What follows belongs to an exercise in optimizing a design on an open flow for small area, a short achievable clock period and few clock cycles per item; a production flow would make more cautious choices. The RTL was checked by simulation tests, not by an equivalence proof against the original design.

==> flow/design.v <==
module gt3b_div #(
    parameter K    = 2,                  
    parameter ITER = 4                   
) (
    input  wire        clk,
    input  wire        rst,
    input  wire [15:0] raw,              
    input  wire [15:0] raw_port,         
    input  wire        port_raw,         
    input  wire [15:0] cl,
    input  wire [15:0] cm,
    input  wire [15:0] cr,
    input  wire [15:0] cd,
    input  wire        wr_cal,           
    output wire        valid,
    output reg         neg,
    output reg  [12:0] mag
);
    localparam NB = 2 * K * ITER;
    reg [15:0]        xa;
    reg               bad;               
    reg signed [18:0] lo, hi;
    wire [15:0] x_clr = (raw < cl) ? cl : (raw > cr) ? cr : raw;
    wire [15:0] x_clp = (raw_port < cl) ? cl : (raw_port > cr) ? cr : raw_port;
    wire [15:0] x_cl  = port_raw ? x_clp : x_clr;
    wire signed [18:0] xs    = $signed({3'b000, xa});
    wire               left  = !bad && (xs < lo);
    wire               right = !bad && (xs > hi);
    wire signed [18:0] al    = lo - xs;
    wire signed [18:0] ar    = xs - hi;
    wire signed [18:0] bl    = lo - $signed({3'b000, cl});
    wire signed [18:0] br    = $signed({3'b000, cr}) - hi;
    wire [15:0]        a     = left ? al[15:0] : ar[15:0];
    wire [16:0]        b     = left ? bl[16:0] : br[16:0];
    wire [28:0]        num   = ({13'd0, a} << 12) + ({13'd0, a} << 10) - ({13'd0, a} << 7) + ({13'd0, a} << 3);
    reg        pend1, ld, busy, done_r;
    reg [3:0]  cnt;
    reg [16:0] rem;
    reg [16:0] den;
    reg [17:0] den3;
    reg [NB-1:0] nl;
    reg [NB-1:0] quo;
    reg        neg_r;
    reg [16:0]   r_it;
    reg [NB-1:0] n_it, q_it;
    reg [18:0]   x0, x1, x2, x3;
    integer j;
    always @* begin
        r_it = rem;
        n_it = nl;
        q_it = quo;
        for (j = 0; j < K; j = j + 1) begin
            x0 = {r_it, n_it[NB-1:NB-2]};
            x1 = x0 - {2'b00, den};
            x2 = x0 - {1'b0, den, 1'b0};
            x3 = x0 - {1'b0, den3};
            n_it = n_it << 2;
            if (!x3[18]) begin
                r_it = x3[16:0];
                q_it = {q_it[NB-3:0], 2'd3};
            end else if (!x2[18]) begin
                r_it = x2[16:0];
                q_it = {q_it[NB-3:0], 2'd2};
            end else if (!x1[18]) begin
                r_it = x1[16:0];
                q_it = {q_it[NB-3:0], 2'd1};
            end else begin
                r_it = x0[16:0];
                q_it = {q_it[NB-3:0], 2'd0};
            end
        end
    end
    assign valid = done_r && !busy && !ld && !pend1;
    always @(posedge clk) begin
        xa  <= x_cl;
        bad <= cl > cr;
        lo  <= $signed({3'b000, cm}) - $signed({3'b000, cd});
        hi  <= $signed({3'b000, cm}) + $signed({3'b000, cd});
        if (rst) begin
            pend1  <= 1'b1;
            ld     <= 1'b0;
            busy   <= 1'b0;
            done_r <= 1'b0;
            neg    <= 1'b0;
            mag    <= 13'd0;
        end else begin
            pend1 <= wr_cal;
            ld    <= port_raw | pend1;
            if (ld) begin
                rem    <= {3'b000, num[28:NB]};
                nl     <= num[NB-1:0];
                den    <= b;
                den3   <= {1'b0, b} + {b, 1'b0};
                quo    <= {NB{1'b0}};
                neg_r  <= left;
                cnt    <= ITER[3:0];
                busy   <= left || right;
                done_r <= !(left || right);
                if (!(left || right)) begin
                    neg <= 1'b0;
                    mag <= 13'd0;
                end
            end else if (busy) begin
                rem <= r_it;
                nl  <= n_it;
                quo <= q_it;
                cnt <= cnt - 4'd1;
                if (cnt == 4'd1) begin
                    busy   <= 1'b0;
                    done_r <= 1'b1;
                    neg    <= neg_r;
                    mag    <= q_it[12:0];
                end
            end
        end
    end
endmodule
module gt3b_fu (
    input  wire        clk,
    input  wire        rst,
    input  wire        go,
    input  wire        tag_in,
    input  wire        big_in,           
    input  wire signed [19:0] a_in,
    input  wire signed [13:0] b_in,
    input  wire [31:0] c_in,
    input  wire signed [7:0] e_in,
    output reg         rv,               
    output reg         rtag,
    output wire [12:0] q,
    output reg  signed [19:0] u
);
    reg        v1, tag1, big1;
    reg signed [19:0] a1;
    reg signed [13:0] b1;
    reg [31:0] c1;
    reg signed [7:0] e1;
    reg        big2;
    reg [31:0] p2;
    wire signed [34:0] prod = $signed({1'b0, c1}) + a1 * b1;
    always @(posedge clk) begin
        a1   <= a_in;
        b1   <= b_in;
        c1   <= c_in;
        e1   <= e_in;
        big1 <= big_in;
        tag1 <= tag_in;
        p2   <= prod[31:0];
        big2 <= big1;
        rtag <= tag1;
        u    <= $signed({1'b0, a1[12:0]}) * e1;
        if (rst) begin
            v1 <= 1'b0;
            rv <= 1'b0;
        end else begin
            v1 <= go;
            rv <= v1;
        end
    end
    wire [21:0] n5k   = p2[24:3];
    wire [25:0] r5k   = ({4'd0, n5k} << 3) - ({4'd0, n5k} << 1) + {5'd0, n5k[21:1]} + {8'd0, n5k[21:4]}
                      - {11'd0, n5k[21:7]} - {14'd0, n5k[21:10]} - {17'd0, n5k[21:13]} + {20'd0, n5k[21:16]}
                      - {22'd0, n5k[21:18]} + 26'd1;
    wire [26:0] n500k = p2[31:5];
    wire [30:0] r500k = ({4'd0, n500k} << 3) + {5'd0, n500k[26:1]} - {7'd0, n500k[26:3]} + {10'd0, n500k[26:6]}
                      - {13'd0, n500k[26:9]} - {18'd0, n500k[26:14]} - {22'd0, n500k[26:18]}
                      + {24'd0, n500k[26:20]} + {29'd0, n500k[26:25]} + 31'd2;
    assign q = big2 ? r500k[29:17] : r5k[24:12];
endmodule
module gt3b_chp (
    input  wire        clk,
    input  wire        rst,
    input  wire        c0_v,
    input  wire        c0_ev,
    input  wire        c0_last,
    input  wire        c0_sync,
    input  wire [3:0]  c0_ch,
    input  wire signed [13:0] c0_val,
    input  wire        force_hit,
    input  wire signed [13:0] force_val,
    input  wire signed [10:0] kn,        
    input  wire signed [10:0] kp,        
    input  wire [23:0] off,              
    input  wire signed [15:0] kb,        
    input  wire        rev,              
    output wire        fin_next,         
    output reg         c2_evv,
    output reg         c2_frame,
    output reg  [3:0]  c2_ch,
    output reg  signed [15:0] c2_val,
    output reg  signed [13:0] c2_last_val
);
    wire signed [13:0] v0 = force_hit ? force_val : c0_val;
    wire signed [10:0] k0 = v0[13] ? kn : kp;
    wire signed [25:0] x0 = v0 * k0 + $signed({2'b00, off});
    reg        c1_v, c1_ev, c1_last, c1_sync, c1_rev;
    reg [23:0] c1_x;
    reg signed [15:0] c1_kb, c1_kbc;
    reg [3:0]  c1_ch;
    reg signed [13:0] c1_lv;
    wire [21:0] a1  = c1_x[23:2];
    wire [25:0] r1  = ({4'd0, a1} << 3) + {6'd0, a1[21:2]} - {8'd0, a1[21:4]} + {12'd0, a1[21:8]}
                    + {15'd0, a1[21:11]} + {17'd0, a1[21:13]} - {20'd0, a1[21:16]} + 26'd3;
    wire [14:0] q1  = r1[24:10];
    wire        m500 = (c1_x[1:0] == 2'b00) && (r1[9:3] == 7'd0);
    wire        corr = m500 && (c1_x < 24'd4750250);
    wire signed [15:0] qx = c1_rev ? ~$signed({1'b0, q1}) : $signed({1'b0, q1});
    wire signed [15:0] val1a = qx + c1_kb;
    wire signed [15:0] val1b = qx + c1_kbc;
    wire signed [15:0] val1  = corr ? val1b : val1a;
    assign fin_next = c1_v && c1_last;
    always @(posedge clk) begin
        c1_x    <= x0[23:0];
        c1_kb   <= kb;
        c1_kbc  <= rev ? kb + 16'sd1 : kb - 16'sd1;
        c1_rev  <= rev;
        c1_ch   <= c0_ch;
        c1_ev   <= c0_ev;
        c1_last <= c0_last;
        c1_sync <= c0_sync;
        c1_lv   <= v0;
        c2_val  <= val1;
        c2_ch   <= c1_ch;
        c2_last_val <= c1_lv;
        if (rst) begin
            c1_v     <= 1'b0;
            c2_evv   <= 1'b0;
            c2_frame <= 1'b0;
        end else begin
            c1_v     <= c0_v;
            c2_evv   <= c1_v && c1_ev;
            c2_frame <= c1_v && c1_sync;
        end
    end
endmodule
module gt3b_slew (
    input  wire signed [13:0] t,
    input  wire signed [13:0] last,
    input  wire signed [14:0] up_t,      
    input  wire signed [14:0] dn_t,      
    input  wire signed [14:0] up_r,      
    input  wire signed [14:0] dn_r,      
    input  wire        lgt_t,            
    input  wire        lgt_r,            
    input  wire [8:0]  md_turn,
    input  wire        inf_turn,
    input  wire        inf_ret,
    output reg  signed [13:0] val
);
    wire lz = (last == 14'sd0);
    wire ln = last[13];
    wire lp = !ln && !lz;
    wire tz = (t == 14'sd0);
    wire tn = t[13];
    wire tp = !tn && !tz;
    wire signed [14:0] t15 = t;
    wire turn_mode = lz || (ln && (t < last)) || (lp && (t > last));
    wire opp  = !turn_mode && ((ln && tp) || (lp && tn));
    wire inf1 = turn_mode ? inf_turn : inf_ret;
    wire lgt1 = turn_mode ? lgt_t : lgt_r;
    wire signed [14:0] up = turn_mode ? up_t : up_r;
    wire signed [14:0] dn = turn_mode ? dn_t : dn_r;
    wire c_up = opp ? (ln && lgt1) : (turn_mode ? (t15 > up_t) : (t15 > up_r));
    wire c_dn = opp ? (lp && lgt1) : (turn_mode ? (t15 < dn_t) : (t15 < dn_r));
    wire c2   = opp && !inf_turn && (tn ? (t15 < -$signed({6'd0, md_turn})) : (t15 > $signed({6'd0, md_turn})));
    always @* begin
        if (!inf1 && c_up)
            val = up[13:0];
        else if (!inf1 && c_dn)
            val = dn[13:0];
        else if (c2)
            val = tn ? -$signed({5'd0, md_turn}) : $signed({5'd0, md_turn});
        else
            val = t;
    end
endmodule
module gt3b_sc (
    input  wire        clk,
    input  wire        rst,
    input  wire        req_valid,
    output wire        req_ready,
    input  wire        req_write,
    input  wire [6:0]  req_addr,
    input  wire [15:0] req_wdata,
    output reg         rsp_valid,
    output reg  [15:0] rsp_rdata,
    output wire        ev_valid,
    output wire [3:0]  ev_ch,
    output wire [15:0] ev_val,
    output wire        ev_frame,
    output wire [3:0]  nch
);
    reg               ill;
    reg signed [13:0] acc_r;
    reg [15:0]        frameseq;
    reg [15:0]        raw_st, raw_th;
    reg [15:0]        cal_r [0:7];       
    reg [3:0]         nch_r;
    reg [7:0]         reverse_r;
    reg [3:0]         ch_4ws;
    reg [3:0]         ch_dig;
    reg               crab;
    reg signed [7:0]  mix4ws;
    reg signed [13:0] ndig;              
    reg signed [7:0]  expo_r [0:2];      
    reg [6:0]         dr_r [0:2];        
    reg [6:0]         stspd_turn, stspd_ret;
    reg [8:0]         md_turn, md_ret;   
    reg               inf_turn, inf_ret;
    reg [1:0]         abs_type;
    reg [3:0]         force_ch;
    reg signed [13:0] force_val;
    reg signed [7:0]  trim_r [0:1];
    reg signed [7:0]  subtrim_r [0:7];
    reg [7:0]         ep_r [0:15];       
    reg signed [7:0]  aux_r [0:5];       
    reg signed [13:0] last_r [0:7];
    reg [2:0]         abs_cnt;
    reg               abs_red;
    reg signed [14:0] out_r [0:7];
    wire [7:0] mixed = (ch_4ws != 4'd0 ? (8'd1 << (ch_4ws - 4'd1)) : 8'd0) |
                       (ch_dig != 4'd0 ? (8'd1 << (ch_dig - 4'd1)) : 8'd0);
    assign nch = nch_r;
    function [8:0] maxdelta;
        input [6:0] r;
        case (r)
            7'd0: maxdelta = 9'd5;
            7'd1: maxdelta = 9'd5;
            7'd2: maxdelta = 9'd5;
            7'd3: maxdelta = 9'd5;
            7'd4: maxdelta = 9'd5;
            7'd5: maxdelta = 9'd5;
            7'd6: maxdelta = 9'd5;
            7'd7: maxdelta = 9'd5;
            7'd8: maxdelta = 9'd5;
            7'd9: maxdelta = 9'd5;
            7'd10: maxdelta = 9'd5;
            7'd11: maxdelta = 9'd5;
            7'd12: maxdelta = 9'd5;
            7'd13: maxdelta = 9'd5;
            7'd14: maxdelta = 9'd5;
            7'd15: maxdelta = 9'd5;
            7'd16: maxdelta = 9'd5;
            7'd17: maxdelta = 9'd6;
            7'd18: maxdelta = 9'd6;
            7'd19: maxdelta = 9'd6;
            7'd20: maxdelta = 9'd6;
            7'd21: maxdelta = 9'd6;
            7'd22: maxdelta = 9'd6;
            7'd23: maxdelta = 9'd6;
            7'd24: maxdelta = 9'd6;
            7'd25: maxdelta = 9'd6;
            7'd26: maxdelta = 9'd6;
            7'd27: maxdelta = 9'd6;
            7'd28: maxdelta = 9'd6;
            7'd29: maxdelta = 9'd7;
            7'd30: maxdelta = 9'd7;
            7'd31: maxdelta = 9'd7;
            7'd32: maxdelta = 9'd7;
            7'd33: maxdelta = 9'd7;
            7'd34: maxdelta = 9'd7;
            7'd35: maxdelta = 9'd7;
            7'd36: maxdelta = 9'd7;
            7'd37: maxdelta = 9'd7;
            7'd38: maxdelta = 9'd8;
            7'd39: maxdelta = 9'd8;
            7'd40: maxdelta = 9'd8;
            7'd41: maxdelta = 9'd8;
            7'd42: maxdelta = 9'd8;
            7'd43: maxdelta = 9'd8;
            7'd44: maxdelta = 9'd8;
            7'd45: maxdelta = 9'd9;
            7'd46: maxdelta = 9'd9;
            7'd47: maxdelta = 9'd9;
            7'd48: maxdelta = 9'd9;
            7'd49: maxdelta = 9'd9;
            7'd50: maxdelta = 9'd10;
            7'd51: maxdelta = 9'd10;
            7'd52: maxdelta = 9'd10;
            7'd53: maxdelta = 9'd10;
            7'd54: maxdelta = 9'd10;
            7'd55: maxdelta = 9'd11;
            7'd56: maxdelta = 9'd11;
            7'd57: maxdelta = 9'd11;
            7'd58: maxdelta = 9'd11;
            7'd59: maxdelta = 9'd12;
            7'd60: maxdelta = 9'd12;
            7'd61: maxdelta = 9'd12;
            7'd62: maxdelta = 9'd13;
            7'd63: maxdelta = 9'd13;
            7'd64: maxdelta = 9'd13;
            7'd65: maxdelta = 9'd14;
            7'd66: maxdelta = 9'd14;
            7'd67: maxdelta = 9'd15;
            7'd68: maxdelta = 9'd15;
            7'd69: maxdelta = 9'd16;
            7'd70: maxdelta = 9'd16;
            7'd71: maxdelta = 9'd17;
            7'd72: maxdelta = 9'd17;
            7'd73: maxdelta = 9'd18;
            7'd74: maxdelta = 9'd19;
            7'd75: maxdelta = 9'd20;
            7'd76: maxdelta = 9'd20;
            7'd77: maxdelta = 9'd21;
            7'd78: maxdelta = 9'd22;
            7'd79: maxdelta = 9'd23;
            7'd80: maxdelta = 9'd25;
            7'd81: maxdelta = 9'd26;
            7'd82: maxdelta = 9'd27;
            7'd83: maxdelta = 9'd29;
            7'd84: maxdelta = 9'd31;
            7'd85: maxdelta = 9'd33;
            7'd86: maxdelta = 9'd35;
            7'd87: maxdelta = 9'd38;
            7'd88: maxdelta = 9'd41;
            7'd89: maxdelta = 9'd45;
            7'd90: maxdelta = 9'd50;
            7'd91: maxdelta = 9'd55;
            7'd92: maxdelta = 9'd62;
            7'd93: maxdelta = 9'd71;
            7'd94: maxdelta = 9'd83;
            7'd95: maxdelta = 9'd100;
            7'd96: maxdelta = 9'd125;
            7'd97: maxdelta = 9'd166;
            7'd98: maxdelta = 9'd250;
            7'd99: maxdelta = 9'd500;
            default: maxdelta = 9'd0;
        endcase
    endfunction
    reg        rdy;
    reg        s_v, s_wr;
    reg [6:0]  s_a;
    reg [15:0] s_d;
    assign req_ready = rdy;
    wire accept = req_valid && rdy;
    wire [7:0] w_op  = s_d[15:8];
    wire [3:0] w_sel = s_d[3:0];
    reg        w_legal;
    always @* begin
        w_legal = 1'b0;
        if (s_d[7:4] == 4'd0) begin
            case (w_op)
                8'h00, 8'h01, 8'h02, 8'h03, 8'h04, 8'h05, 8'h14: w_legal = (w_sel == 4'd0);
                8'h10:               w_legal = (w_sel <= 4'd1);
                8'h11, 8'h12:        w_legal = (w_sel <= 4'd2);
                8'h13, 8'h15, 8'h16: w_legal = (w_sel >= 4'd1 && w_sel <= 4'd8);
                default:             w_legal = 1'b0;
            endcase
        end
    end
    wire s_wrv  = s_v && s_wr;
    wire s_cmd  = s_wrv && (s_a == 7'h00);
    wire go     = s_cmd && w_legal && (w_op != 8'h00);
    wire signed [15:0] w_s = s_d;
    wire signed [13:0] w_sat_full = (w_s > 16'sd5000) ? 14'sd5000 : (w_s < -16'sd5000) ? -14'sd5000 : w_s[13:0];
    wire signed [7:0]  w_sat_99   = (w_s > 16'sd99)  ? 8'sd99  : (w_s < -16'sd99)  ? -8'sd99  : w_s[7:0];
    wire signed [7:0]  w_sat_100  = (w_s > 16'sd100) ? 8'sd100 : (w_s < -16'sd100) ? -8'sd100 : w_s[7:0];
    wire [6:0]         w_min_100  = (s_d > 16'd100) ? 7'd100 : s_d[6:0];
    wire [7:0]         w_min_150  = (s_d > 16'd150) ? 8'd150 : s_d[7:0];
    wire [1:0]         w_min_3    = (s_d > 16'd3)   ? 2'd3   : s_d[1:0];
    wire [3:0]         w_4ws      = (s_d[3:0] == 4'd0 || (s_d[3:0] >= 4'd3 && s_d[3:0] <= 4'd8)) ? s_d[3:0] : 4'd0;
    wire [3:0]         w_dig      = (s_d[7:4] == 4'd0 || s_d[7:4] == 4'd1 ||
                                     (s_d[7:4] >= 4'd3 && s_d[7:4] <= 4'd8)) ? s_d[7:4] : 4'd0;
    wire [3:0]         w_force_ch = (s_d <= 16'd8) ? s_d[3:0] : 4'd0;
    reg [15:0] rd;
    always @* begin
        rd = 16'd0;
        case (s_a)
            7'h01: rd = {15'd0, ill};
            7'h02: rd = {{2{acc_r[13]}}, acc_r};
            7'h03: rd = frameseq;
            7'h04: rd = raw_st;
            7'h05: rd = raw_th;
            7'h08, 7'h09, 7'h0A, 7'h0B, 7'h0C, 7'h0D, 7'h0E, 7'h0F:
                   rd = cal_r[s_a[2:0]];
            7'h10: rd = {12'd0, nch_r};
            7'h11: rd = {8'd0, reverse_r};
            7'h12: rd = {7'd0, crab, ch_dig, ch_4ws};
            7'h13: rd = {{8{mix4ws[7]}}, mix4ws};
            7'h14: rd = -{{2{ndig[13]}}, ndig};
            7'h15: rd = {{8{expo_r[0][7]}}, expo_r[0]};
            7'h16: rd = {{8{expo_r[1][7]}}, expo_r[1]};
            7'h17: rd = {{8{expo_r[2][7]}}, expo_r[2]};
            7'h18: rd = {9'd0, dr_r[0]};
            7'h19: rd = {9'd0, dr_r[1]};
            7'h1A: rd = {9'd0, dr_r[2]};
            7'h1B: rd = {9'd0, stspd_turn};
            7'h1C: rd = {9'd0, stspd_ret};
            7'h1D: rd = {14'd0, abs_type};
            7'h1E: rd = {12'd0, force_ch};
            7'h1F: rd = {{2{force_val[13]}}, force_val};
            7'h20: rd = {{8{trim_r[0][7]}}, trim_r[0]};
            7'h21: rd = {{8{trim_r[1][7]}}, trim_r[1]};
            7'h28, 7'h29, 7'h2A, 7'h2B, 7'h2C, 7'h2D, 7'h2E, 7'h2F:
                   rd = {{8{subtrim_r[s_a[2:0]][7]}}, subtrim_r[s_a[2:0]]};
            7'h30, 7'h31, 7'h32, 7'h33, 7'h34, 7'h35, 7'h36, 7'h37,
            7'h38, 7'h39, 7'h3A, 7'h3B, 7'h3C, 7'h3D, 7'h3E, 7'h3F:
                   rd = {8'd0, ep_r[s_a[3:0]]};
            7'h42, 7'h43, 7'h44, 7'h45, 7'h46, 7'h47:
                   rd = {{8{aux_r[s_a[2:0] - 3'd2][7]}}, aux_r[s_a[2:0] - 3'd2]};
            7'h50, 7'h51, 7'h52, 7'h53, 7'h54, 7'h55, 7'h56, 7'h57:
                   rd = {{2{last_r[s_a[2:0]][13]}}, last_r[s_a[2:0]]};
            7'h58: rd = {7'd0, abs_red, 5'd0, abs_cnt};
            7'h59: rd = {8'd0, mixed};
            7'h60, 7'h61, 7'h62, 7'h63, 7'h64, 7'h65, 7'h66, 7'h67:
                   rd = {out_r[s_a[2:0]][14], out_r[s_a[2:0]]};
            default: rd = 16'd0;
        endcase
    end
    wire wr_raw_st = s_wrv && (s_a == 7'h04);
    wire wr_raw_th = s_wrv && (s_a == 7'h05);
    wire wr_cal_st = s_wrv && (s_a[6:2] == 5'b00010);
    wire wr_cal_th = s_wrv && (s_a[6:2] == 5'b00011);
    wire        cst_valid, cth_valid;
    wire        cst_neg, cth_neg;
    wire [12:0] cst_mag, cth_mag;
    wire acc_wr = accept && req_write;
    gt3b_div u_cal_st (
        .clk(clk), .rst(rst),
        .raw(wr_raw_st ? s_d : raw_st),
        .raw_port(req_wdata), .port_raw(acc_wr && req_addr == 7'h04),
        .cl(cal_r[0]), .cm(cal_r[1]), .cr(cal_r[2]), .cd(cal_r[3]),
        .wr_cal(wr_cal_st),
        .valid(cst_valid), .neg(cst_neg), .mag(cst_mag)
    );
    gt3b_div u_cal_th (
        .clk(clk), .rst(rst),
        .raw(wr_raw_th ? s_d : raw_th),
        .raw_port(req_wdata), .port_raw(acc_wr && req_addr == 7'h05),
        .cl(cal_r[4]), .cm(cal_r[5]), .cr(cal_r[6]), .cd(cal_r[7]),
        .wr_cal(wr_cal_th),
        .valid(cth_valid), .neg(cth_neg), .mag(cth_mag)
    );
    reg signed [13:0] abs_in;
    wire [2:0]  abs_period  = (abs_type == 2'd1) ? 3'd6 : (abs_type == 2'd2) ? 3'd4 : 3'd3;
    wire [3:0]  abs_cnt_inc = {1'b0, abs_cnt} + 4'd1;
    reg  [2:0]  abs_cnt_nx;
    reg         abs_red_nx;
    reg signed [13:0] abs_out;
    always @* begin
        abs_cnt_nx = abs_cnt;
        abs_red_nx = abs_red;
        abs_out    = abs_in;
        if (abs_type != 2'd0) begin
            if (abs_in > 14'sd500) begin
                if (abs_cnt_inc >= {1'b0, abs_period}) begin
                    abs_cnt_nx = 3'd0;
                    abs_red_nx = !abs_red;
                end else begin
                    abs_cnt_nx = abs_cnt_inc[2:0];
                end
                if (abs_red_nx)
                    abs_out = abs_in >>> 1;
            end else begin
                abs_cnt_nx = 3'd0;
                abs_red_nx = 1'b0;
            end
        end
    end
    reg         s_iss, t_iss_req;
    reg  signed [19:0] s_ia, t_ia;
    reg  signed [13:0] s_ib, t_ib;
    reg  [31:0] s_ic, t_ic;
    reg  signed [7:0] s_ie, t_ie;
    reg         s_ibig, t_ibig;
    wire        t_iss = t_iss_req && !s_iss;
    wire        md_rv, md_rtag;
    wire [12:0] md_q;
    wire signed [19:0] md_u;
    wire        md_s = md_rv && !md_rtag;      
    wire        md_t = md_rv &&  md_rtag;      
    gt3b_fu u_md (
        .clk(clk), .rst(rst),
        .go(s_iss || t_iss), .tag_in(!s_iss),
        .big_in(s_iss ? s_ibig : t_ibig),
        .a_in(s_iss ? s_ia : t_ia),
        .b_in(s_iss ? s_ib : t_ib),
        .c_in(s_iss ? s_ic : t_ic),
        .e_in(s_iss ? s_ie : t_ie),
        .rv(md_rv), .rtag(md_rtag), .q(md_q), .u(md_u)
    );
    function [12:0] mag14;
        input signed [13:0] v;
        mag14 = v[13] ? -v[12:0] : v[12:0];
    endfunction
    function [12:0] x50;
        input [6:0] r;
        x50 = {1'b0, r, 5'd0} + {2'b0, r, 4'd0} + {5'd0, r, 1'b0};
    endfunction
    localparam K_STEER = 2'd0, K_PEXPO = 2'd1, K_PDRATE = 2'd2;
    localparam S_IDLE = 4'd0, S_WCAL = 4'd1, S_START = 4'd2, S_EXA = 4'd3, S_EXB = 4'd4,
               S_DR = 4'd5, S_MODE = 4'd6, S_MIX = 4'd7, S_SLP = 4'd8, S_SLQ = 4'd9,
               S_PSLEW = 4'd10, S_DONE = 4'd11, S_PSL0 = 4'd12;
    localparam T_IDLE = 4'd0, T_WCAL = 4'd1, T_EXA_I = 4'd2, T_EXA = 4'd3, T_EXB_I = 4'd4,
               T_EXB = 4'd5, T_ABS = 4'd6, T_DR = 4'd7, T_DR_W = 4'd8, T_MIX = 4'd9,
               T_MIX_W = 4'd10, T_DONE = 4'd11;
    localparam Q_IDLE = 3'd0, Q_S = 3'd1, Q_T0 = 3'd2, Q_T1 = 3'd3, Q_AUX = 3'd4,
               Q_BUB = 3'd5, Q_WAIT = 3'd6;
    reg        c_frame, c_sync;          
    reg [3:0]  c_sel;
    reg        p_cal;                    
    reg [3:0]  s_st;
    reg [1:0]  s_kind;
    reg [1:0]  s_k;
    reg        s_neg;
    reg [12:0] s_mag;
    reg signed [13:0] s_val, s_p, s_q;
    reg        s_mixp;
    reg [3:0]  t_st;
    reg        t_neg;
    reg [12:0] t_mag;
    reg signed [7:0] t_str;
    reg [12:0] t_b;
    reg signed [19:0] t_u;
    reg signed [13:0] t_val, t_p, t_q;
    reg        t_mixp, t_two;
    reg [2:0]  q_st;
    reg [5:0]  aux_rem;                  
    always @* abs_in = (t_st == T_ABS) ? t_val : acc_r;
    wire signed [7:0] s_str  = expo_r[(s_kind == K_STEER) ? 2'd0 : s_k];
    wire [6:0]        s_rate = dr_r[(s_kind == K_STEER) ? 2'd0 : s_k];
    wire signed [7:0] s_e    = s_str[7] ? -s_str : s_str;
    wire signed [7:0] s_en   = -s_e;
    reg  signed [13:0] sl_t, nl_last;
    reg  signed [13:0] sl_last;
    reg  signed [14:0] sl_upt, sl_dnt, sl_upr, sl_dnr;
    reg                sl_lgtt, sl_lgtr;
    wire signed [13:0] sl_val;
    gt3b_slew u_slew (
        .t(sl_t), .last(sl_last),
        .up_t(sl_upt), .dn_t(sl_dnt), .up_r(sl_upr), .dn_r(sl_dnr),
        .lgt_t(sl_lgtt), .lgt_r(sl_lgtr),
        .md_turn(md_turn), .inf_turn(inf_turn), .inf_ret(inf_ret),
        .val(sl_val)
    );
    wire [2:0] c4i = ch_4ws[2:0] - 3'd1;
    always @* begin
        case (s_st)
            S_MODE, S_SLP: nl_last = last_r[c4i];
            S_MIX:         nl_last = last_r[0];
            S_PSL0:        nl_last = last_r[c_sel[2:0] - 3'd1];
            default:       nl_last = (ch_dig == 4'd1) ? ndig : last_r[0];
        endcase
        case (s_st)
            S_SLP:   sl_t = s_p;
            S_SLQ:   sl_t = s_q;
            S_PSLEW: sl_t = acc_r;
            default: sl_t = s_val;
        endcase
    end
    wire [13:0] nl_abs = nl_last[13] ? -nl_last : nl_last;
    always @(posedge clk) begin
        sl_last <= nl_last;
        sl_upt  <= nl_last + $signed({6'd0, md_turn});
        sl_dnt  <= nl_last - $signed({6'd0, md_turn});
        sl_upr  <= nl_last + $signed({6'd0, md_ret});
        sl_dnr  <= nl_last - $signed({6'd0, md_ret});
        sl_lgtt <= {1'b0, nl_abs} > {6'd0, md_turn};
        sl_lgtr <= {1'b0, nl_abs} > {6'd0, md_ret};
    end
    wire        x_go   = (s_st == S_WCAL) ? cst_valid : (s_st == S_START);
    wire        x_neg  = (s_st == S_WCAL) ? cst_neg : s_neg;
    wire [12:0] x_mag  = (s_st == S_WCAL) ? cst_mag : s_mag;
    wire        x_expo = (s_str != 8'sd0) && (x_mag != 13'd0) && (s_kind != K_PDRATE);
    wire        x_dr   = (s_rate != 7'd100) && (s_kind != K_PEXPO);
    wire [12:0] x_xp   = s_str[7] ? 13'd5000 - x_mag : x_mag;
    wire signed [13:0] x_sv = x_neg ? -$signed({1'b0, x_mag}) : $signed({1'b0, x_mag});
    wire        cexb_s = (s_st == S_EXA) && md_s;
    wire [12:0] cexb_m = cexb_s ? s_mag : t_mag;
    wire [31:0] cexb   = {13'd0, cexb_m} * 32'd500000 +
                         ((cexb_s ? s_str[7] : t_str[7]) ? 32'd249999 : 32'd250000);
    wire [31:0] s_cexb = cexb;
    wire signed [13:0] md_sv_s = s_neg ? -$signed({1'b0, md_q}) : $signed({1'b0, md_q});
    wire signed [13:0] y_sv = md_sv_s;
    wire signed [7:0] mixk = mix4ws[7] ? 8'sd100 + mix4ws : 8'sd100 - mix4ws;
    always @* begin
        s_iss  = 1'b0;
        s_ia   = {7'd0, x_xp};
        s_ib   = -$signed({1'b0, x_xp});
        s_ic   = 32'd25004999;
        s_ie   = s_str[7] ? s_e : s_en;
        s_ibig = 1'b0;
        case (s_st)
            S_WCAL, S_START: begin
                if (x_go && x_expo) begin
                    s_iss = 1'b1;
                end else if (x_go && x_dr) begin
                    s_iss = 1'b1;
                    s_ia  = {7'd0, x_mag};
                    s_ib  = $signed({1'b0, x50(s_rate)});
                    s_ic  = 32'd0;
                end
            end
            S_EXA: begin
                s_iss  = md_s;
                s_ia   = md_u;
                s_ib   = $signed({1'b0, md_q});
                s_ic   = s_cexb;
                s_ibig = 1'b1;
            end
            S_EXB: begin
                s_iss = md_s && x_dr;
                s_ia  = {7'd0, md_q};
                s_ib  = $signed({1'b0, x50(s_rate)});
                s_ic  = 32'd0;
            end
            S_MODE: begin
                s_ia = {7'd0, mag14(s_val)};
                s_ib = $signed({1'b0, x50(mixk[6:0])});
                s_ic = 32'd0;
                s_iss = (ch_dig != 4'd1) && (ch_4ws != 4'd0) && (mix4ws != 8'sd0);
            end
            default: ;
        endcase
    end
    wire s_fin = (s_st == S_MODE && (ch_dig == 4'd1 || ch_4ws == 4'd0)) || (s_st == S_SLQ);
    wire signed [7:0] t_str_cal = cth_neg ? expo_r[1] : expo_r[2];
    wire signed [7:0] t_e  = t_str[7] ? -t_str : t_str;
    wire signed [7:0] t_ec = t_str_cal[7] ? -t_str_cal : t_str_cal;
    wire [12:0] t_xp   = t_str[7] ? 13'd5000 - t_mag : t_mag;
    wire [12:0] t_xpc  = t_str_cal[7] ? 13'd5000 - cth_mag : cth_mag;
    wire        t_expo = (t_str_cal != 8'sd0) && (cth_mag != 13'd0);
    wire [6:0]  t_rate = t_val[13] ? dr_r[1] : dr_r[2];
    wire [31:0] t_cexb = cexb;
    wire signed [13:0] md_sv_t = t_neg ? -$signed({1'b0, md_q}) : $signed({1'b0, md_q});
    wire signed [13:0] t_ysv = md_sv_t;
    wire [12:0] dig_k  = ndig[13] ? 13'd5000 + ndig[12:0] : 13'd5000 - ndig[12:0];
    wire        s_busy = (s_st != S_IDLE) && (s_st != S_DONE);
    always @* begin
        t_iss_req = 1'b0;
        t_ia   = {7'd0, t_xp};
        t_ib   = -$signed({1'b0, t_xp});
        t_ic   = 32'd25004999;
        t_ie   = t_str[7] ? t_e : -t_e;
        t_ibig = 1'b0;
        case (t_st)
            T_WCAL: begin
                t_iss_req = cth_valid && t_expo;
                t_ia = {7'd0, t_xpc};
                t_ib = -$signed({1'b0, t_xpc});
                t_ie = t_str_cal[7] ? t_ec : -t_ec;
            end
            T_EXA_I: t_iss_req = 1'b1;
            T_EXA: begin
                t_iss_req = md_t;
                t_ia   = md_u;
                t_ib   = $signed({1'b0, md_q});
                t_ic   = t_cexb;
                t_ibig = 1'b1;
            end
            T_EXB_I: begin
                t_iss_req = 1'b1;
                t_ia   = t_u;
                t_ib   = $signed({1'b0, t_b});
                t_ic   = t_cexb;
                t_ibig = 1'b1;
            end
            T_ABS: begin
                t_iss_req = (t_rate != 7'd100);
                t_ia = {7'd0, mag14(abs_out)};
                t_ib = $signed({1'b0, x50(t_rate)});
                t_ic = 32'd0;
            end
            T_DR: begin
                t_iss_req = 1'b1;
                t_ia = {7'd0, mag14(t_val)};
                t_ib = $signed({1'b0, x50(t_rate)});
                t_ic = 32'd0;
            end
            T_MIX: begin
                t_iss_req = (ch_dig != 4'd0) && !s_busy && (ndig != 14'sd0);
                t_ia = {7'd0, mag14(t_val)};
                t_ib = $signed({1'b0, dig_k});
                t_ic = 32'd0;
            end
            default: ;
        endcase
    end
    reg [2:0] ax_i;                      
    always @* begin
        ax_i = 3'd0;
        if      (aux_rem[0]) ax_i = 3'd0;
        else if (aux_rem[1]) ax_i = 3'd1;
        else if (aux_rem[2]) ax_i = 3'd2;
        else if (aux_rem[3]) ax_i = 3'd3;
        else if (aux_rem[4]) ax_i = 3'd4;
        else                 ax_i = 3'd5;
    end
    wire [5:0] aux_rem_nx = aux_rem & ~(6'd1 << ax_i);
    wire signed [13:0] aux_v = aux_r[ax_i] * 14'sd50;
    reg [5:0] aux_mask;
    integer ai;
    always @* begin
        for (ai = 0; ai < 6; ai = ai + 1)
            aux_mask[ai] = (ai + 3 <= nch_r) && !mixed[ai + 2];
    end
    reg        c0_v, c0_ev, c0_last, c0_sync;
    reg [3:0]  c0_ch;
    reg signed [13:0] c0_val;
    wire       chp_fin;
    wire       chp_evv, chp_frame;
    wire [3:0] chp_ch;
    wire signed [15:0] chp_val;
    wire signed [13:0] chp_lv;
    reg  [3:0] i_ch;
    always @* begin
        i_ch = 4'd1;
        if (go)                 i_ch = w_sel;
        else if (s_st == S_SLQ) i_ch = ch_4ws;
        else if (q_st == Q_T0)  i_ch = 4'd2;
        else if (q_st == Q_T1)  i_ch = ch_dig;
        else if (q_st == Q_AUX) i_ch = {1'b0, ax_i} + 4'd3;
    end
    wire [2:0] ii = i_ch[2:0] - 3'd1;
    wire signed [7:0] i_trim = (i_ch == 4'd1) ? trim_r[0] : (i_ch == 4'd2) ? trim_r[1] : 8'sd0;
    wire [7:0] i_epn = ep_r[{ii, 1'b0}];
    wire [7:0] i_epp = ep_r[{ii, 1'b1}];
    wire signed [23:0] off1 = trim_r[0] * 24'sd5000 + 24'sd4750250;
    wire signed [23:0] off2 = trim_r[1] * 24'sd5000 + 24'sd4750250;
    reg signed [10:0] c0_kn, c0_kp;
    reg [23:0]        c0_off;
    reg               c0_fh;
    always @(posedge clk) begin
        c0_kn   <= $signed({1'b0, i_epn, 2'b00}) + $signed({3'b000, i_epn}) + i_trim;
        c0_kp   <= $signed({1'b0, i_epp, 2'b00}) + $signed({3'b000, i_epp}) - i_trim;
        c0_off  <= (i_ch == 4'd1) ? off1 : (i_ch == 4'd2) ? off2 : 24'd4750250;
        c0_fh   <= (force_ch == i_ch);
    end
    wire [2:0]  c0i    = c0_ch[2:0] - 3'd1;
    wire signed [7:0] c0_st = subtrim_r[c0i];
    wire        c0_rev = reverse_r[c0i];
    wire signed [15:0] c0_st10 = {{8{c0_st[7]}}, c0_st} * 16'sd10;
    wire signed [15:0] c0_kb = c0_rev ? 16'sd9501 - c0_st10 : c0_st10 - 16'sd9500;
    gt3b_chp u_chp (
        .clk(clk), .rst(rst),
        .c0_v(c0_v), .c0_ev(c0_ev), .c0_last(c0_last), .c0_sync(c0_sync),
        .c0_ch(c0_ch), .c0_val(c0_val),
        .force_hit(c0_fh), .force_val(force_val),
        .kn(c0_kn), .kp(c0_kp), .off(c0_off), .kb(c0_kb), .rev(c0_rev),
        .fin_next(chp_fin),
        .c2_evv(chp_evv), .c2_frame(chp_frame), .c2_ch(chp_ch),
        .c2_val(chp_val), .c2_last_val(chp_lv)
    );
    assign ev_valid = chp_evv;
    assign ev_frame = chp_frame;
    assign ev_ch    = chp_ch;
    assign ev_val   = chp_val;
    integer i;
    always @(posedge clk) begin
        s_wr <= req_write;
        s_a  <= req_addr;
        s_d  <= req_wdata;
        if (rst) begin
            rdy        <= 1'b1;
            s_v        <= 1'b0;
            rsp_valid  <= 1'b0;
            rsp_rdata  <= 16'd0;
            ill        <= 1'b0;
            acc_r      <= 14'sd0;
            frameseq   <= 16'd0;
            raw_st     <= 16'h8000;
            raw_th     <= 16'h8000;
            cal_r[0]   <= 16'h0000;
            cal_r[1]   <= 16'h8000;
            cal_r[2]   <= 16'hFFFF;
            cal_r[3]   <= 16'h0000;
            cal_r[4]   <= 16'h0000;
            cal_r[5]   <= 16'h8000;
            cal_r[6]   <= 16'hFFFF;
            cal_r[7]   <= 16'h0000;
            nch_r      <= 4'd2;
            reverse_r  <= 8'd0;
            ch_4ws     <= 4'd0;
            ch_dig     <= 4'd0;
            crab       <= 1'b0;
            mix4ws     <= 8'sd0;
            ndig       <= 14'sd0;
            for (i = 0; i < 3; i = i + 1) begin
                expo_r[i] <= 8'sd0;
                dr_r[i]   <= 7'd100;
            end
            stspd_turn <= 7'd100;
            stspd_ret  <= 7'd100;
            md_turn    <= 9'd0;
            md_ret     <= 9'd0;
            inf_turn   <= 1'b1;
            inf_ret    <= 1'b1;
            abs_type   <= 2'd0;
            force_ch   <= 4'd0;
            force_val  <= 14'sd0;
            trim_r[0]  <= 8'sd0;
            trim_r[1]  <= 8'sd0;
            for (i = 0; i < 8; i = i + 1) begin
                subtrim_r[i] <= 8'sd0;
                last_r[i]    <= 14'sd0;
                out_r[i]     <= 15'sd0;
            end
            for (i = 0; i < 16; i = i + 1)
                ep_r[i] <= 8'd100;
            for (i = 0; i < 6; i = i + 1)
                aux_r[i] <= 8'sd0;
            abs_cnt    <= 3'd0;
            abs_red    <= 1'b0;
            c_frame    <= 1'b0;
            c_sync     <= 1'b0;
            c_sel      <= 4'd0;
            p_cal      <= 1'b0;
            s_st       <= S_IDLE;
            t_st       <= T_IDLE;
            q_st       <= Q_IDLE;
            aux_rem    <= 6'd0;
            c0_v       <= 1'b0;
        end else begin
            s_v       <= accept;
            rsp_valid <= 1'b0;
            c0_v      <= 1'b0;
            c0_ev     <= 1'b1;
            c0_last   <= 1'b0;
            c0_sync   <= 1'b0;
            if (accept && req_write && req_addr == 7'h00)
                rdy <= 1'b0;
            if (accept && req_write && req_addr == 7'h10)
                nch_r <= (req_wdata[15:1] == 15'd0) ? 4'd2 :
                         (req_wdata[15:4] != 12'd0 || (req_wdata[3] && req_wdata[2:0] != 3'd0)) ? 4'd8 :
                         req_wdata[3:0];
            if (s_v && !s_wr) begin
                rsp_valid <= 1'b1;
                rsp_rdata <= rd;
            end
            if (s_wrv) begin
                case (s_a)
                    7'h00: begin
                        if (!w_legal) begin
                            ill <= 1'b1;
                            rdy <= 1'b1;
                        end else if (w_op == 8'h00) begin
                            rdy <= 1'b1;
                        end
                    end
                    7'h02: acc_r     <= w_sat_full;
                    7'h04: raw_st    <= s_d;
                    7'h05: raw_th    <= s_d;
                    7'h08, 7'h09, 7'h0A, 7'h0B, 7'h0C, 7'h0D, 7'h0E, 7'h0F:
                           cal_r[s_a[2:0]] <= s_d;
                    7'h11: reverse_r <= s_d[7:0];
                    7'h12: begin
                        ch_4ws <= w_4ws;
                        ch_dig <= w_dig;
                        crab   <= s_d[8];
                    end
                    7'h13: mix4ws    <= w_sat_100;
                    7'h14: ndig      <= -w_sat_full;
                    7'h15: expo_r[0] <= w_sat_99;
                    7'h16: expo_r[1] <= w_sat_99;
                    7'h17: expo_r[2] <= w_sat_99;
                    7'h18: dr_r[0]   <= w_min_100;
                    7'h19: dr_r[1]   <= w_min_100;
                    7'h1A: dr_r[2]   <= w_min_100;
                    7'h1B: begin
                        stspd_turn <= w_min_100;
                        md_turn    <= maxdelta(w_min_100);
                        inf_turn   <= (w_min_100 == 7'd100);
                    end
                    7'h1C: begin
                        stspd_ret <= w_min_100;
                        md_ret    <= maxdelta(w_min_100);
                        inf_ret   <= (w_min_100 == 7'd100);
                    end
                    7'h1D: abs_type  <= w_min_3;
                    7'h1E: force_ch  <= w_force_ch;
                    7'h1F: force_val <= w_sat_full;
                    7'h20: trim_r[0] <= w_sat_99;
                    7'h21: trim_r[1] <= w_sat_99;
                    7'h28, 7'h29, 7'h2A, 7'h2B, 7'h2C, 7'h2D, 7'h2E, 7'h2F:
                           subtrim_r[s_a[2:0]] <= w_sat_99;
                    7'h30, 7'h31, 7'h32, 7'h33, 7'h34, 7'h35, 7'h36, 7'h37,
                    7'h38, 7'h39, 7'h3A, 7'h3B, 7'h3C, 7'h3D, 7'h3E, 7'h3F:
                           ep_r[s_a[3:0]] <= w_min_150;
                    7'h42, 7'h43, 7'h44, 7'h45, 7'h46, 7'h47:
                           aux_r[s_a[2:0] - 3'd2] <= w_sat_100;
                    default: ;
                endcase
            end
            if (go) begin
                c_frame <= (w_op == 8'h01);
                c_sync  <= (w_op == 8'h05);
                c_sel   <= w_sel;
                aux_rem <= aux_mask;
                case (w_op)
                    8'h01, 8'h02: begin
                        s_st   <= S_WCAL;
                        s_kind <= K_STEER;
                        q_st   <= Q_S;
                        if (w_op == 8'h01) t_st <= T_WCAL;
                    end
                    8'h03: begin t_st <= T_WCAL; q_st <= Q_T0; end
                    8'h04: q_st <= Q_AUX;
                    8'h05: q_st <= Q_BUB;
                    8'h10: p_cal <= 1'b1;
                    8'h11, 8'h12: begin
                        s_st   <= S_START;
                        s_kind <= (w_op == 8'h11) ? K_PEXPO : K_PDRATE;
                        s_k    <= w_sel[1:0];
                        s_neg  <= acc_r[13];
                        s_mag  <= mag14(acc_r);
                    end
                    8'h13: s_st <= S_PSL0;
                    8'h14: begin                     
                        abs_cnt <= abs_cnt_nx;
                        abs_red <= abs_red_nx;
                        acc_r   <= abs_out;
                        rdy     <= 1'b1;
                    end
                    8'h15: begin                     
                        c0_v    <= 1'b1;
                        c0_ch   <= w_sel;
                        c0_val  <= acc_r;
                        c0_last <= 1'b1;
                        q_st    <= Q_WAIT;
                    end
                    8'h16: begin                     
                        last_r[w_sel[2:0] - 3'd1] <= acc_r;
                        rdy <= 1'b1;
                    end
                    default: ;
                endcase
            end
            if (p_cal && (c_sel[0] ? cth_valid : cst_valid)) begin
                acc_r <= c_sel[0] ? (cth_neg ? -$signed({1'b0, cth_mag}) : $signed({1'b0, cth_mag}))
                                  : (cst_neg ? -$signed({1'b0, cst_mag}) : $signed({1'b0, cst_mag}));
                p_cal <= 1'b0;
                rdy   <= 1'b1;
            end
            case (s_st)
                S_WCAL, S_START: begin
                    if (x_go) begin
                        s_neg <= x_neg;
                        s_mag <= x_mag;
                        if (x_expo) begin
                            s_st <= S_EXA;
                        end else if (x_dr) begin
                            s_st <= S_DR;
                        end else if (s_kind == K_STEER) begin
                            s_val <= x_sv;
                            s_st  <= S_MODE;
                        end else begin
                            acc_r <= x_sv;
                            s_st  <= S_IDLE;
                            rdy   <= 1'b1;
                        end
                    end
                end
                S_EXB: if (md_s) begin
                    if (x_dr) begin
                        s_st <= S_DR;
                    end else if (s_kind == K_STEER) begin
                        s_val <= y_sv;
                        s_st  <= S_MODE;
                    end else begin
                        acc_r <= y_sv;
                        s_st  <= S_IDLE;
                        rdy   <= 1'b1;
                    end
                end
                S_EXA: if (md_s) s_st <= S_EXB;
                S_DR: if (md_s) begin
                    if (s_kind == K_STEER) begin
                        s_val <= md_sv_s;
                        s_st  <= S_MODE;
                    end else begin
                        acc_r <= md_sv_s;
                        s_st  <= S_IDLE;
                        rdy   <= 1'b1;
                    end
                end
                S_MODE: begin
                    if (ch_dig == 4'd1) begin
                        last_r[0] <= ndig;
                        ndig      <= sl_val;
                        s_st      <= S_DONE;
                    end else if (ch_4ws != 4'd0) begin
                        s_p <= s_val;
                        s_q <= crab ? -s_val : s_val;
                        if (mix4ws[7]) begin
                            s_neg  <= s_val[13];
                            s_mixp <= 1'b1;
                            s_st   <= S_MIX;
                        end else if (mix4ws != 8'sd0) begin
                            s_neg  <= crab ? (s_val > 14'sd0) : s_val[13];
                            s_mixp <= 1'b0;
                            s_st   <= S_MIX;
                        end else begin
                            c0_v   <= 1'b1;
                            c0_ch  <= 4'd1;
                            c0_val <= sl_val;
                            s_st   <= S_SLQ;
                        end
                    end else begin
                        c0_v   <= 1'b1;
                        c0_ch  <= 4'd1;
                        c0_val <= sl_val;
                        s_st   <= S_DONE;
                    end
                end
                S_MIX: if (md_s) begin
                    if (s_mixp) s_p <= md_sv_s;
                    else        s_q <= md_sv_s;
                    s_st <= S_SLP;
                end
                S_SLP: begin
                    c0_v   <= 1'b1;
                    c0_ch  <= 4'd1;
                    c0_val <= sl_val;
                    s_st   <= S_SLQ;
                end
                S_SLQ: begin
                    c0_v   <= 1'b1;
                    c0_ch  <= ch_4ws;
                    c0_val <= sl_val;
                    s_st   <= S_DONE;
                end
                S_PSL0: s_st <= S_PSLEW;
                S_PSLEW: begin
                    acc_r <= sl_val;
                    s_st  <= S_IDLE;
                    rdy   <= 1'b1;
                end
                default: ;
            endcase
            case (t_st)
                T_WCAL: if (cth_valid) begin
                    t_neg <= cth_neg;
                    t_mag <= cth_mag;
                    t_str <= t_str_cal;
                    t_val <= cth_neg ? -$signed({1'b0, cth_mag}) : $signed({1'b0, cth_mag});
                    t_st  <= !t_expo ? T_ABS : t_iss ? T_EXA : T_EXA_I;
                end
                T_EXA_I: if (t_iss) t_st <= T_EXA;
                T_EXA: if (md_t) begin
                    t_b  <= md_q;
                    t_u  <= md_u;
                    t_st <= t_iss ? T_EXB : T_EXB_I;
                end
                T_EXB_I: if (t_iss) t_st <= T_EXB;
                T_EXB: if (md_t) begin
                    t_val <= t_ysv;
                    t_st  <= T_ABS;
                end
                T_ABS: begin
                    abs_cnt <= abs_cnt_nx;
                    abs_red <= abs_red_nx;
                    t_val   <= abs_out;
                    t_neg   <= abs_out[13];
                    t_p     <= abs_out;
                    t_q     <= abs_out;
                    t_two   <= 1'b0;
                    if (t_rate != 7'd100) t_st <= t_iss ? T_DR_W : T_DR;
                    else                  t_st <= (ch_dig == 4'd0) ? T_DONE : T_MIX;
                end
                T_DR: if (t_iss) t_st <= T_DR_W;
                T_DR_W: if (md_t) begin
                    t_val <= md_sv_t;
                    t_p   <= md_sv_t;
                    t_two <= 1'b0;
                    t_st  <= (ch_dig == 4'd0) ? T_DONE : T_MIX;
                end
                T_MIX: begin
                    t_p <= t_val;
                    t_q <= t_val;
                    if (!s_busy) begin
                        t_two  <= 1'b1;
                        t_neg  <= t_val[13];
                        t_mixp <= !ndig[13];    
                        if (ndig == 14'sd0) t_st <= T_DONE;
                        else if (t_iss)       t_st <= T_MIX_W;
                    end
                end
                T_MIX_W: if (md_t) begin
                    if (t_mixp) t_p <= md_sv_t;
                    else        t_q <= md_sv_t;
                    t_st <= T_DONE;
                end
                default: ;
            endcase
            case (q_st)
                Q_S: if (s_fin || s_st == S_DONE) q_st <= c_frame ? Q_T0 : Q_BUB;
                Q_T0: if (t_st == T_DONE) begin
                    c0_v    <= 1'b1;
                    c0_ch   <= 4'd2;
                    c0_val  <= t_p;
                    c0_last <= c_frame && !t_two && (aux_rem == 6'd0);
                    c0_sync <= c_frame && !t_two && (aux_rem == 6'd0);
                    q_st    <= t_two ? Q_T1 : !c_frame ? Q_BUB : (aux_rem == 6'd0) ? Q_WAIT : Q_AUX;
                end
                Q_T1: begin
                    c0_v    <= 1'b1;
                    c0_ch   <= ch_dig;
                    c0_val  <= t_q;
                    c0_last <= c_frame && (aux_rem == 6'd0);
                    c0_sync <= c_frame && (aux_rem == 6'd0);
                    q_st    <= !c_frame ? Q_BUB : (aux_rem == 6'd0) ? Q_WAIT : Q_AUX;
                end
                Q_AUX: begin
                    if (aux_rem == 6'd0) begin
                        q_st <= Q_BUB;
                    end else begin
                        c0_v    <= 1'b1;
                        c0_ch   <= {1'b0, ax_i} + 4'd3;
                        c0_val  <= aux_v;
                        c0_last <= c_frame && (aux_rem_nx == 6'd0);
                        c0_sync <= c_frame && (aux_rem_nx == 6'd0);
                        aux_rem <= aux_rem_nx;
                        if (c_frame && aux_rem_nx == 6'd0) q_st <= Q_WAIT;
                    end
                end
                Q_BUB: begin
                    c0_v    <= 1'b1;
                    c0_ev   <= 1'b0;
                    c0_last <= 1'b1;
                    c0_sync <= c_sync || c_frame;
                    q_st    <= Q_WAIT;
                end
                default: ;
            endcase
            if (chp_evv) begin
                out_r[chp_ch[2:0] - 3'd1]  <= chp_val[14:0];
                last_r[chp_ch[2:0] - 3'd1] <= chp_lv;
            end
            if (chp_fin) begin
                rdy  <= 1'b1;
                q_st <= Q_IDLE;
                s_st <= S_IDLE;
                t_st <= T_IDLE;
            end
            if (chp_frame)
                frameseq <= frameseq + 16'd1;
        end
    end
endmodule
==> flow/run.sh <==
#!/bin/bash
# synth_recipe.tcl (not shown) runs the flow's synth.tcl, then flattens the netlist and writes it again
# the make line also repeats each setting of config.mk as NAME=value (left out here)
make -C /OpenROAD-flow-scripts/flow DESIGN_CONFIG=/design/flow/config.mk WORK_HOME=/design/flow/orfs CLKGATE_MAP_FILE= SYNTH_SCRIPT=/design/flow/synth_recipe.tcl finish
==> flow/config.mk <==
export PLATFORM = sky130hd
export DESIGN_NAME = gt3b_sc
export DESIGN_NICKNAME = gt3b_sc
export VERILOG_FILES = /design/flow/design.v
export SDC_FILE = /design/flow/constraint.sdc
export NUM_CORES = 4
export LEC_CHECK = 0
export CAP_MARGIN = 20
export CORE_MARGIN = 2
export CORE_UTILIZATION = 40
export PLACE_DENSITY = 0.6
export SLEW_MARGIN = 20
==> flow/constraint.sdc <==
create_clock -name core_clock -period 20.0 [get_ports {clk}]
set_input_delay 4.0000 -clock core_clock [delete_from_list [all_inputs] [get_ports {clk}]]
set_output_delay 4.0000 -clock core_clock [all_outputs]
set_load 0.01 [all_outputs]
==> flow_summary.json <==
{
  "period_share_pct": 40.9,
  "yosys.area.top_type": "edfxtp_1",
  "syn_inst": 17200,
  "post_cts_buffers": 0,
  "clock_latency_ns": 0.99,
  "worst_clock_skew_ns": 0.142,
  "hp-class": "register to register",
  "yosys-top-cells-area": "edfxtp_1 (18%), ha_1 (13%), fa_1 (11%)",
  "drv_slew": 0,
  "wire_per_inst_um": 26.0,
  "place_area_um2": 167000,
  "synthTopCellsByCount": "inv_1 (2018), ha_1 (1632), nand2_1 (1396)",
  "cp-start-kind": "register",
  "viasPerCell": 5.85,
  "ys_async_sr_fraction_pct": 0,
  "cts_hold_buf": 0,
  "cts_tree": "yes",
  "num_vias": 131000,
  "dr_wl_met3_um": 59100,
  "layout_setup_ws_ns": 11.82,
  "syn-num-nets": 19800,
  "cts_resized": 0,
  "rows": 232,
  "final_cell_area_um2": 174000,
  "antenna_found_initial": 37,
  "postSynth.topFlopCell": "edfxtp_1",
  "crit_path_end_kind": "register",
  "grt_start_max_net_pins": 73,
  "gp_congestion": 1.01,
  "grt_setup_unrepaired": "false",
  "grt_pass1_vias": 128000,
  "clockBufferDepth": 4,
  "overflow": 0,
  "die_height_um": 636,
  "portBuffers": 70,
  "critPathTopFamily": "compound AO/OA/AOI/OAI gates",
  "crit_arrival_ns": 8.81,
  "antenna_left": 0,
  "initial_core_util_pct": 40.1,
  "core_um2": 399000,
  "dp_hpwl_um": 458000,
  "htree_levels": 4,
  "setup_viol_count_final": 0,
  "synth-edff-count": 953,
  "synthDistinctLibCells": 128,
  "drive_gt1_share_pct": 7.99,
  "crit_type": "register to register",
  "drc": 0,
  "dr_wl_met2_um": 248000,
  "tns_ns": 0,
  "fp.dieArea_um2": 405000,
  "met1Wirelength_um": 242000,
  "topRoutingLayerUsed": "met5",
  "hold_violations": 0,
  "period_minus_slack_ns": 8.18,
  "routed_wl_um": 585000,
  "gr-usage-all-layers_pct": 28.2,
  "fp.dieW_um": 636,
  "grt_pass1_wl_um": 858000,
  "worstMarginPinSlew_ns": 1.35,
  "first_iter_violations": 14900,
  "avgSynthCellArea_um2": 9.31,
  "clock_sink_count": 1738,
  "critPathSlowestCell": "xor2_2",
  "ys_seq_area_share_pct": 27.7,
  "relSlewSlack_pct": 7.40,
  "critPathMaxStageDelay_ns": 0.73,
  "synth_most_common_cell": "inv_1",
  "clk_pin_slew_ns": 0.07,
  "cts-root-buf": "clkbuf_16",
  "dpl_worst_slack_ns": 11.88,
  "ys_warn_count": 11,
  "outcome": "timing/DRC/antenna clean",
  "nNetsFinal": 19600,
  "worstPathBufferInverterCount": 1,
  "cap_viol_max_count": 0,
  "synthToLayoutAreaGrowth_pct": 8.85,
  "fmax_mhz": 122,
  "cts_buffers": 200,
  "worstPathMaxFanout": 17,
  "critical_path_required_ns": 20.64,
  "syn-cell-area_um2": 160000,
  "pin_count": 71,
  "synth_seq_cells": 1738,
  "first_pass_iters": 10,
  "yosysTopAreaCellShare_pct": 17.9
}
-- registers in the layout (all words and copies together) (netlist names), 21 cells and up --
name / flops
last_r: 112
u_chp.c1_x: 24
cal_r: 128
out_r: 120
dr_r: 21
u_md.c1: 30
u_md.p2: 29
expo_r: 24
ep_r: 128
subtrim_r: 64
aux_r: 64
-- cell families (layout without fill, tap and decap cells) --
| group | after synthesis | in the layout | synth area share (%) |
|---|---|---|---|
| simple gates | 4615 | 4615 | 13.6 |
| buf+inv | 2821 | 2823 | 6.70 |
| mux | 745 | 745 | 6.95 |
| fa+ha+maj | 2549 | 2549 | 24.2 |
| xor+xnor | 1035 | 1035 | 5.70 |
| flops | 1738 | 1738 | 27.7 |
| compound gates | 3674 | 3674 | 15.1 |
| other cells | 0 | 24 | 0 |
-- per-stage QoR --
stage / instances / hold slack (ns) / utilization (%)
finish: 22500 / 0.309 / 43.7
global route: 22500 / 0.330 / 43.7
CTS: 22400 / 0.323 / 43.6
detailed placement: 22100 / 0.314 / 41.9
global placement: 22100 / 0.312 / 41.9
floorplan: 17200 / 0.310 / -
-- final timing paths --
kind / depth (start not counted) / to / slack [ns] / from
worst max register to register: 25 / u_cal_th.rem[0]$_DFFE_PP_ / 11.82 / u_cal_th.den[1]$_DFFE_PP_
worst min-delay path: 0 / u_chp.c2_last_val[13]$_DFF_P_ / 0.31 / u_chp.c1_lv[13]$_DFF_P_
worst min register to register: 0 / u_chp.c2_last_val[13]$_DFF_P_ / 0.31 / u_chp.c1_lv[13]$_DFF_P_
worst max-delay path: 25 / u_cal_th.rem[0]$_DFFE_PP_ / 11.82 / u_cal_th.den[1]$_DFFE_PP_
-- cells in the final DEF, fill, tap and decap left out, types with 211 or more instances in the layout --
cell	netlist	routed
a21o_1	266	266
a21oi_1	1006	1003
and2_1	361	361
buf_4	10	333
clkbuf_16	0	211
dfxtp_1	785	771
edfxtp_1	953	953
fa_1	917	917
ha_1	1632	1630
inv_1	2018	2016
mux2i_1	314	302
mux4_2	272	272
nand2_1	1396	1396
nand2b_1	211	211
nand3_1	235	233
nor2_1	1339	1320
nor3_1	249	234
o21ai_0	753	748
xnor2_1	694	691
xor2_1	335	333
-- layout make-up --
| class | instances | area, µm² |
|---|---|---|
| diodes | 24 | 60.1 |
| clock buffers | 267 | 5660 |
| clock inverters | 101 | 1070 |
| fillers | 38900 | 225000 |
| inverters | 2047 | 7690 |
| multi-input cells | 12600 | 105000 |
| flip-flops and latches | 1738 | 44400 |
| well taps | 5265 | 6590 |
| repair buffers | 408 | 3280 |
-- metal layers --
layer	global-route usage [%]	vias up
li1	-	59500
met1	37.8	64200
met2	42.5	6312
met3	6.76	1305
met4	14.1	10
met5	0.0236	-
Testbench counts, summed over its fixed seeds: cycles 23,172, frames 960.

## static timing again, ports no longer ideal
The results above use ideal ports. As a check the final layout listed here was re-extracted and re-timed, cells and wires unchanged. Step 1: set_driving_cell puts a clkbuf_16 on clk and a buf_2 on each other input, an assumption about the parent block. Step 2 moves the port delays by t, midway between the first and last clock arrival at a register: inputs arrive t later, outputs are due t later. That takes back most of the time a late clock gives input paths. a / b / c = ideal / step 1 / step 2; a / b = the first two.
t, ns: 1.034
setup slack, ns: 11.821 / 11.821 / 11.740
worst setup path at the end: input to register
slew at the worst register clock pin (ns): 0.08 / 0.08
After both steps setup and hold are still met in this run. For this run, drivers alone change the setup slack by 0.000 ns; drivers and shift together by -0.081 ns.
